This design comes from an exercise in tuning for small area, a short achievable clock period and few clock cycles per item on the open sky130 flow, not from production work.
Only simulation tests tie the RTL to the original design; equivalence was not proved.

==> v37: inputs <==
## intgemm_mul8_tile
module intgemm_mul8_tile (
    input  wire          clk,
    input  wire          rst,          
    input  wire          in_valid,
    output reg           in_ready,
    input  wire          in_last,
    input  wire [127:0]  in_a,         
    input  wire [1023:0] in_b,         
    output reg           out_valid,
    input  wire          out_ready,
    output wire [255:0]  out_t         
);
Settings: LEC_CHECK=0, CAP_MARGIN=20, CORE_MARGIN=2, CORE_UTILIZATION=50, PLACE_DENSITY=0.6, SLEW_MARGIN=20; clock period 30.0 ns.
standard.sh (not shown) runs the stock make flow with config.mk's settings and CLKGATE_MAP_FILE= SYNTH_SCRIPT=/design/flow/synth_recipe.tcl, a recipe that flattens the netlist after the stock synthesis.
==> flow/flow/run.sh <==
#!/bin/bash
# Layout flow: the standard ORFS flow (standard.sh, all steps unchanged)
# with three make variables set:
#  - SYNTH_ARGS=-noabc: Yosys's synth skips its early generic ABC pass, so
#    extract_fa finds the RTL's full adders as written (same registers);
#  - BUFFER_PORTS_ARGS: port buffers are buf_4 cells;
#  - SETUP_SLACK_MARGIN: repair_timing works towards a shorter period than
#    the 30 ns clock (constraints unchanged).
# make's full output goes to flow.log here; each ORFS step logs under orfs/logs.
set -uo pipefail
cd "$(dirname "$0")/.."
bash standard.sh SYNTH_ARGS=-noabc \
  "BUFFER_PORTS_ARGS=-buffer_cell sky130_fd_sc_hd__buf_4" \
  SETUP_SLACK_MARGIN=21.5 finish > flow.log 2>&1
status=$?
tail -20 flow.log
exit $status
==> v2: changes against v37 <==
--- a/flow/design.v
+++ b/flow/design.v
@@ -11,11 +11,13 @@
     wire [8:0] b1 = {b[7], b};
     wire [8:0] b2 = {b, 1'b0};
     genvar k;
     generate
         for (k = 0; k < 4; k = k + 1) begin : row
-            assign v[9*k +: 9] = (({9{one[k]}} & b1) | ({9{two[k]}} & b2)) ^ {9{n[k]}};
+            wire [8:0] m = ({9{one[k]}} & b1) | ({9{two[k]}} & b2);
+            assign v[9*k +: 8] = m[7:0] ^ {8{n[k]}};
+            assign v[9*k + 8]  = m[8] ~^ n[k];    
         end
     endgenerate
 endmodule
 module mul8_lane (
     input  wire [15:0] acc,
@@ -31,16 +33,17 @@
     wire [35:0] v0, v1;
     wire [3:0]  n0, n1;
     mul8_pm u_p0 (.b(b0), .one(e0[3:0]), .two(e0[7:4]), .neg(e0[11:8]), .w(w0), .v(v0), .n(n0));
     mul8_pm u_p1 (.b(b1), .one(e1[3:0]), .two(e1[7:4]), .neg(e1[11:8]), .w(w1), .v(v1), .n(n1));
     wire [15:0] as = acc & {16{~zero_acc}};
+    wire [15:0] asn = ~as;                  
     wire t1 = n0[3] ^ n1[3] ^ v0[6];
     wire t2 = (n0[3] & n1[3]) | (n0[3] & v0[6]) | (n1[3] & v0[6]);
     wire t3 = v0[7] ^ v0[14];
     wire t4 = v0[7] & v0[14];
-    wire t5 = ~v0[8] ^ v0[15];
-    wire t6 = ~v0[8] & v0[15];
+    wire t5 = v0[8] ^ v0[15];
+    wire t6 = v0[8] & v0[15];
     wire t7 = n0[1] ^ n1[1];
     wire t8 = n0[1] & n1[1];
     wire t9 = n0[2] ^ n1[2] ^ v0[4];
     wire t10 = (n0[2] & n1[2]) | (n0[2] & v0[4]) | (n1[2] & v0[4]);
     wire t11 = v0[11] ^ v0[18];
@@ -59,32 +62,32 @@
     wire t24 = (v0[21] & v0[28]) | (v0[21] & v1[7]) | (v0[28] & v1[7]);
     wire t25 = v1[14] ^ v1[21] ^ v1[28];
     wire t26 = (v1[14] & v1[21]) | (v1[14] & v1[28]) | (v1[21] & v1[28]);
     wire t27 = t3 ^ t2 ^ as[7];
     wire t28 = (t3 & t2) | (t3 & as[7]) | (t2 & as[7]);
-    wire t29 = v0[22] ^ v0[29] ^ ~v1[8];
-    wire t30 = (v0[22] & v0[29]) | (v0[22] & ~v1[8]) | (v0[29] & ~v1[8]);
+    wire t29 = v0[22] ^ v0[29] ^ v1[8];
+    wire t30 = (v0[22] & v0[29]) | (v0[22] & v1[8]) | (v0[29] & v1[8]);
     wire t31 = v1[15] ^ v1[22] ^ v1[29];
     wire t32 = (v1[15] & v1[22]) | (v1[15] & v1[29]) | (v1[22] & v1[29]);
     wire t33 = t4 ^ t5 ^ as[8];
     wire t34 = (t4 & t5) | (t4 & as[8]) | (t5 & as[8]);
     wire t35 = ~(v0[16] ^ v0[23]);
     wire t36 = v0[16] | v0[23];
     wire t37 = v0[30] ^ v1[16] ^ v1[23];
     wire t38 = (v0[30] & v1[16]) | (v0[30] & v1[23]) | (v1[16] & v1[23]);
     wire t39 = v1[30] ^ t6 ^ as[9];
     wire t40 = (v1[30] & t6) | (v1[30] & as[9]) | (t6 & as[9]);
-    wire t41 = ~(~v0[17] ^ v0[24]);
-    wire t42 = ~v0[17] | v0[24];
-    wire t43 = v0[31] ^ ~v1[17] ^ v1[24];
-    wire t44 = (v0[31] & ~v1[17]) | (v0[31] & v1[24]) | (~v1[17] & v1[24]);
+    wire t41 = ~(v0[17] ^ v0[24]);
+    wire t42 = v0[17] | v0[24];
+    wire t43 = v0[31] ^ v1[17] ^ v1[24];
+    wire t44 = (v0[31] & v1[17]) | (v0[31] & v1[24]) | (v1[17] & v1[24]);
     wire t45 = v1[31] ^ as[10];
     wire t46 = v1[31] & as[10];
     wire t47 = v0[25] ^ v0[32] ^ v1[25];
     wire t48 = (v0[25] & v0[32]) | (v0[25] & v1[25]) | (v0[32] & v1[25]);
-    wire t49 = ~(~v0[26]);
-    wire t50 = ~v0[26];
+    wire t49 = ~(v0[26]);
+    wire t50 = v0[26];
     wire t51 = n0[0] ^ n1[0];
     wire t52 = n0[0] & n1[0];
     wire t53 = v0[2] ^ v0[9] ^ v1[2];
     wire t54 = (v0[2] & v0[9]) | (v0[2] & v1[2]) | (v0[9] & v1[2]);
     wire t55 = t8 ^ v0[3] ^ v0[10];
@@ -121,18 +124,18 @@
     wire t86 = (t43 & t45) | (t43 & t40) | (t45 & t40);
     wire t87 = v1[32] ^ t42 ^ t44;
     wire t88 = (v1[32] & t42) | (v1[32] & t44) | (t42 & t44);
     wire t89 = t47 ^ as[11] ^ t46;
     wire t90 = (t47 & as[11]) | (t47 & t46) | (as[11] & t46);
-    wire t91 = v0[33] ^ ~v1[26] ^ v1[33];
-    wire t92 = (v0[33] & ~v1[26]) | (v0[33] & v1[33]) | (~v1[26] & v1[33]);
+    wire t91 = v0[33] ^ v1[26] ^ v1[33];
+    wire t92 = (v0[33] & v1[26]) | (v0[33] & v1[33]) | (v1[26] & v1[33]);
     wire t93 = t49 ^ t48 ^ as[12];
     wire t94 = (t49 & t48) | (t49 & as[12]) | (t48 & as[12]);
     wire t95 = v0[34] ^ v1[34] ^ t50;
     wire t96 = (v0[34] & v1[34]) | (v0[34] & t50) | (v1[34] & t50);
-    wire t97 = ~(~v0[35]);
-    wire t98 = ~v0[35];
+    wire t97 = ~(v0[35]);
+    wire t98 = v0[35];
     wire t99 = v0[0] ^ v1[0];
     wire t100 = v0[0] & v1[0];
     wire t101 = t52 ^ v0[1] ^ v1[1];
     wire t102 = (t52 & v0[1]) | (t52 & v1[1]) | (v0[1] & v1[1]);
     wire t103 = v1[9] ^ t7 ^ t53;
@@ -157,12 +160,12 @@
     wire t122 = (t84 & t87) | (t84 & t89) | (t87 & t89);
     wire t123 = t91 ^ t88 ^ t93;
     wire t124 = (t91 & t88) | (t91 & t93) | (t88 & t93);
     wire t125 = t92 ^ as[13] ^ t95;
     wire t126 = (t92 & as[13]) | (t92 & t95) | (as[13] & t95);
-    wire t127 = ~v1[35] ^ t97 ^ as[14];
-    wire t128 = (~v1[35] & t97) | (~v1[35] & as[14]) | (t97 & as[14]);
+    wire t127 = v1[35] ^ t97 ^ as[14];
+    wire t128 = (v1[35] & t97) | (v1[35] & as[14]) | (t97 & as[14]);
     wire t129 = ~(t98);
     wire t130 = t98;
     wire t131 = t51 ^ t99;
     wire t132 = t51 & t99;
     wire t133 = t100 ^ t101 ^ as[1];
@@ -191,12 +194,12 @@
     wire t156 = (t90 & t123) | (t90 & t122) | (t123 & t122);
     wire t157 = t94 ^ t125 ^ t124;
     wire t158 = (t94 & t125) | (t94 & t124) | (t125 & t124);
     wire t159 = t96 ^ t127 ^ t126;
     wire t160 = (t96 & t127) | (t96 & t126) | (t127 & t126);
-    wire t161 = ~as[15] ^ t129 ^ t128;
-    wire t162 = (~as[15] & t129) | (~as[15] & t128) | (t129 & t128);
+    wire t161 = asn[15] ^ t129 ^ t128;
+    wire t162 = (asn[15] & t129) | (asn[15] & t128) | (t129 & t128);
     wire [17:0] x = {1'b1, t162, t160, t158, t156, t154, t152, t150, t148, t146, t144, t142, t140, t138, t136, t134, t132, t131};
     wire [17:0] y = {1'b0, t130, t161, t159, t157, t155, t153, t151, t149, t147, t145, t143, t141, t139, t137, t135, t133, as[0]};
     wire qg0 = t131 & as[0];
     wire qp0 = t131 ^ as[0];
     wire qg1 = t132 & t133;
@@ -696,11 +699,11 @@
         end
     endgenerate
     always @(posedge clk) begin
         s1_valid  <= s1_valid_n;
         s1_last   <= in_last;
-        s1_e      <= take ? enc_n : 192'd0;
+        s1_e      <= enc_n & {{64{1'b1}}, {128{take}}};
         s1_b      <= in_b;
         s1_w      <= wrap_n;
         pend      <= pend_n;
         out_valid <= out_valid_n;
         sk_valid  <= sk_valid_n;
@@ -714,13 +717,13 @@
         for (n = 0; n < 16; n = n + 1) begin : benc
             wire [8:0] x = {in_a[8*n +: 8], 1'b0};
             genvar k;
             for (k = 0; k < 4; k = k + 1) begin : dig
                 wire b2 = x[2*k+2], b1 = x[2*k+1], b0 = x[2*k];
-                assign enc_n[12*n + k]     = b1 ^ b0;                           
-                assign enc_n[12*n + 4 + k] = (b2 & ~b1 & ~b0) | (~b2 & b1 & b0);  
-                assign enc_n[12*n + 8 + k] = b2 & ~(b1 & b0);                   
+                assign enc_n[8*n + k]       = b1 ^ b0;                           
+                assign enc_n[8*n + 4 + k]   = (b2 & ~b1 & ~b0) | (~b2 & b1 & b0);  
+                assign enc_n[128 + 4*n + k] = b2 & ~(b1 & b0);                   
             end
         end
     endgenerate
     reg  [127:0] acc [0:7];
     wire [127:0] acc_next [0:7];
@@ -733,12 +736,12 @@
                 mul8_lane u_lane (
                     .acc      (acc[j][16*m +: 16]),
                     .zero_acc (zero_acc),
                     .b0       (s1_b[128*j + 16*m +: 8]),
                     .b1       (s1_b[128*j + 16*m + 8 +: 8]),
-                    .e0       (s1_e[24*m +: 12]),
-                    .e1       (s1_e[24*m + 12 +: 12]),
+                    .e0       ({s1_e[128 + 8*m +: 4], s1_e[16*m +: 8]}),
+                    .e1       ({s1_e[128 + 8*m + 4 +: 4], s1_e[16*m + 8 +: 8]}),
                     .w0       (s1_w[16*j + 2*m]),
                     .w1       (s1_w[16*j + 2*m + 1]),
                     .acc_next (acc_next[j][16*m +: 16])
                 );
             end
==> flow/flow/run.sh (replaced) <==
#!/bin/bash
# Layout flow: the standard ORFS flow (standard.sh, all steps unchanged)
# with these make variables set:
#  - SYNTH_ARGS=-noabc: Yosys's synth skips its early generic ABC pass, so
#    extract_fa finds the RTL's full adders as written (same registers);
#  - BUFFER_PORTS_ARGS: port buffers are buf_4 cells;
#  - REMOVE_ABC_BUFFERS=1: the floorplan step drops ABC's buffers and lets
#    the placement-aware repair buffer the nets;
#  - SETUP_SLACK_MARGIN: repair_timing works towards a shorter period than
#    the 30 ns clock (the constraints are unchanged);
#  - PRE_DETAIL_PLACE_TCL: flow/move_obufs.tcl puts each output-port buffer
#    next to the register that drives it before detailed placement.
# make's full output goes to flow.log here; each ORFS step logs under orfs/logs.
set -uo pipefail
cd "$(dirname "$0")/.."
bash standard.sh SYNTH_ARGS=-noabc \
  "BUFFER_PORTS_ARGS=-buffer_cell sky130_fd_sc_hd__buf_4" \
  REMOVE_ABC_BUFFERS=1 \
  SETUP_SLACK_MARGIN=22.3 \
  "PRE_DETAIL_PLACE_TCL=$PWD/flow/move_obufs.tcl" finish > flow.log 2>&1
status=$?
tail -20 flow.log
exit $status
==> flow/flow/move_obufs.tcl (new file) <==
# Before detailed placement: put each output-port buffer on top of the cell
# that drives it (detailed placement then legalizes), so that the register
# behind an output drives a short wire and the buffer drives the long wire
# to the pin. Nothing else moves; the netlist is unchanged.
set block [ord::get_db_block]
set moved 0
foreach inst [$block getInsts] {
  set oterm [$inst findITerm X]
  if {$oterm == "NULL"} { continue }
  set onet [$oterm getNet]
  if {$onet == "NULL"} { continue }
  set isport 0
  foreach bt [$onet getBTerms] {
    if {[$bt getIoType] == "OUTPUT"} { set isport 1 }
  }
  if {!$isport} { continue }
  set aterm [$inst findITerm A]
  if {$aterm == "NULL"} { continue }
  set inet [$aterm getNet]
  if {$inet == "NULL"} { continue }
  set drv ""
  foreach it [$inet getITerms] {
    if {[$it isOutputSignal]} { set drv [$it getInst] }
  }
  if {$drv == ""} { continue }
  set loc [$drv getLocation]
  $inst setLocation [lindex $loc 0] [lindex $loc 1]
  incr moved
}
puts "move_obufs: moved $moved output buffers next to their drivers"
Settings changed: CORE_MARGIN 2 to 6, CORE_UTILIZATION 50 to 55, CTS_CLUSTER_DIAMETER from default to 55, CTS_CLUSTER_SIZE from default to 36, PLACE_DENSITY 0.6 to 0.65.
==> notes.md <==
Status: v2 finished clean; v37 finished clean
GRT Util Overall: v2 0.4291; v37 0.4125
Syn Inst Count: v2 30.27k; v37 30.38k
Die height: v2 777.5 um; v37 808.1 um
Simple-Gate Fraction of Synth Area: v2 0.06477; v37 0.06317
Portion of the layout cell area used by non-clock buffers: v2 0.04690; v37 0.04548
Worst max-slew margin expressed relative to the limit: v2 0.1136; v37 0.1074
Setup slack after layout: v2 22.13 ns; v37 21.65 ns
Placed wire-length estimate after detailed placement: v2 1055000 um; v37 1100000 um
Fraction of final layout cells sized beyond drive strength 1: v2 0.1099; v37 0.1098
Vias in the first global route: v2 252.5k; v37 252.6k
Met2 wirelength from detailed routing: v2 523900 um; v37 557600 um
Multi-input gate share of total cell area: v2 0.7118; v37 0.7101
Area enclosed by the die boundary: v2 604500 um2; v37 653000 um2
Invs w/o clock: v2 1483; v37 1696
Clock edge transition at the registers on the reported setup and hold paths: v2 0.06 ns; v37 0.07 ns
Proportion of synthesized chip area in sequential cells: v2 0.1759; v37 0.1754
Horizontal extent of the die: v2 777.5 um; v37 808.1 um
Critical path depth: v2 2; v37 1
Post-placement cell area: v2 338200 um2; v37 340500 um2
R2r endpoint: v2 acc[4][1]$_DFF_P_; v37 acc[3][89]$_DFF_P_
F_max: v2 0.1270 GHz; v37 0.1198 GHz
Seq area share: v2 0.1621; v37 0.1615
Met2 Usage GRT: v2 0.5863; v37 0.5831
Testbench counts of v37, summed over its fixed seeds: cycles 9,357, items 9,320.
Testbench counts of v2, summed over its fixed seeds: cycles 9,357, items 9,320.

==> separate check: timing with driven ports <==
Ports are ideal in the flow. The routed layouts listed here were re-timed in OpenROAD. Step 1 assumes that a clkbuf_16 drives the clock port and a buf_2 every other input. Step 2 times the ports against the registers' clock, not the clock port: input delays grow and output delays shrink by t, the midpoint of the rising clock arrivals with the driver on. Slacks: ideal / step 1 / step 2; pairs: ideal / step 1.
run	t, ns	slack for setup (ns)	hold WS [ns]	worst setup path at the end
v37	1.212	21.654 / 21.504 / 20.776	0.538 / 0.538 / 0.538	input to register
v2	1.187	22.127 / 21.979 / 21.121	0.517 / 0.517 / 0.517	input to register
After both steps setup and hold are still met in every run listed. The setup slack of v2, which loses most, moves by -0.148 ns with the drivers and by -1.006 ns with both steps.
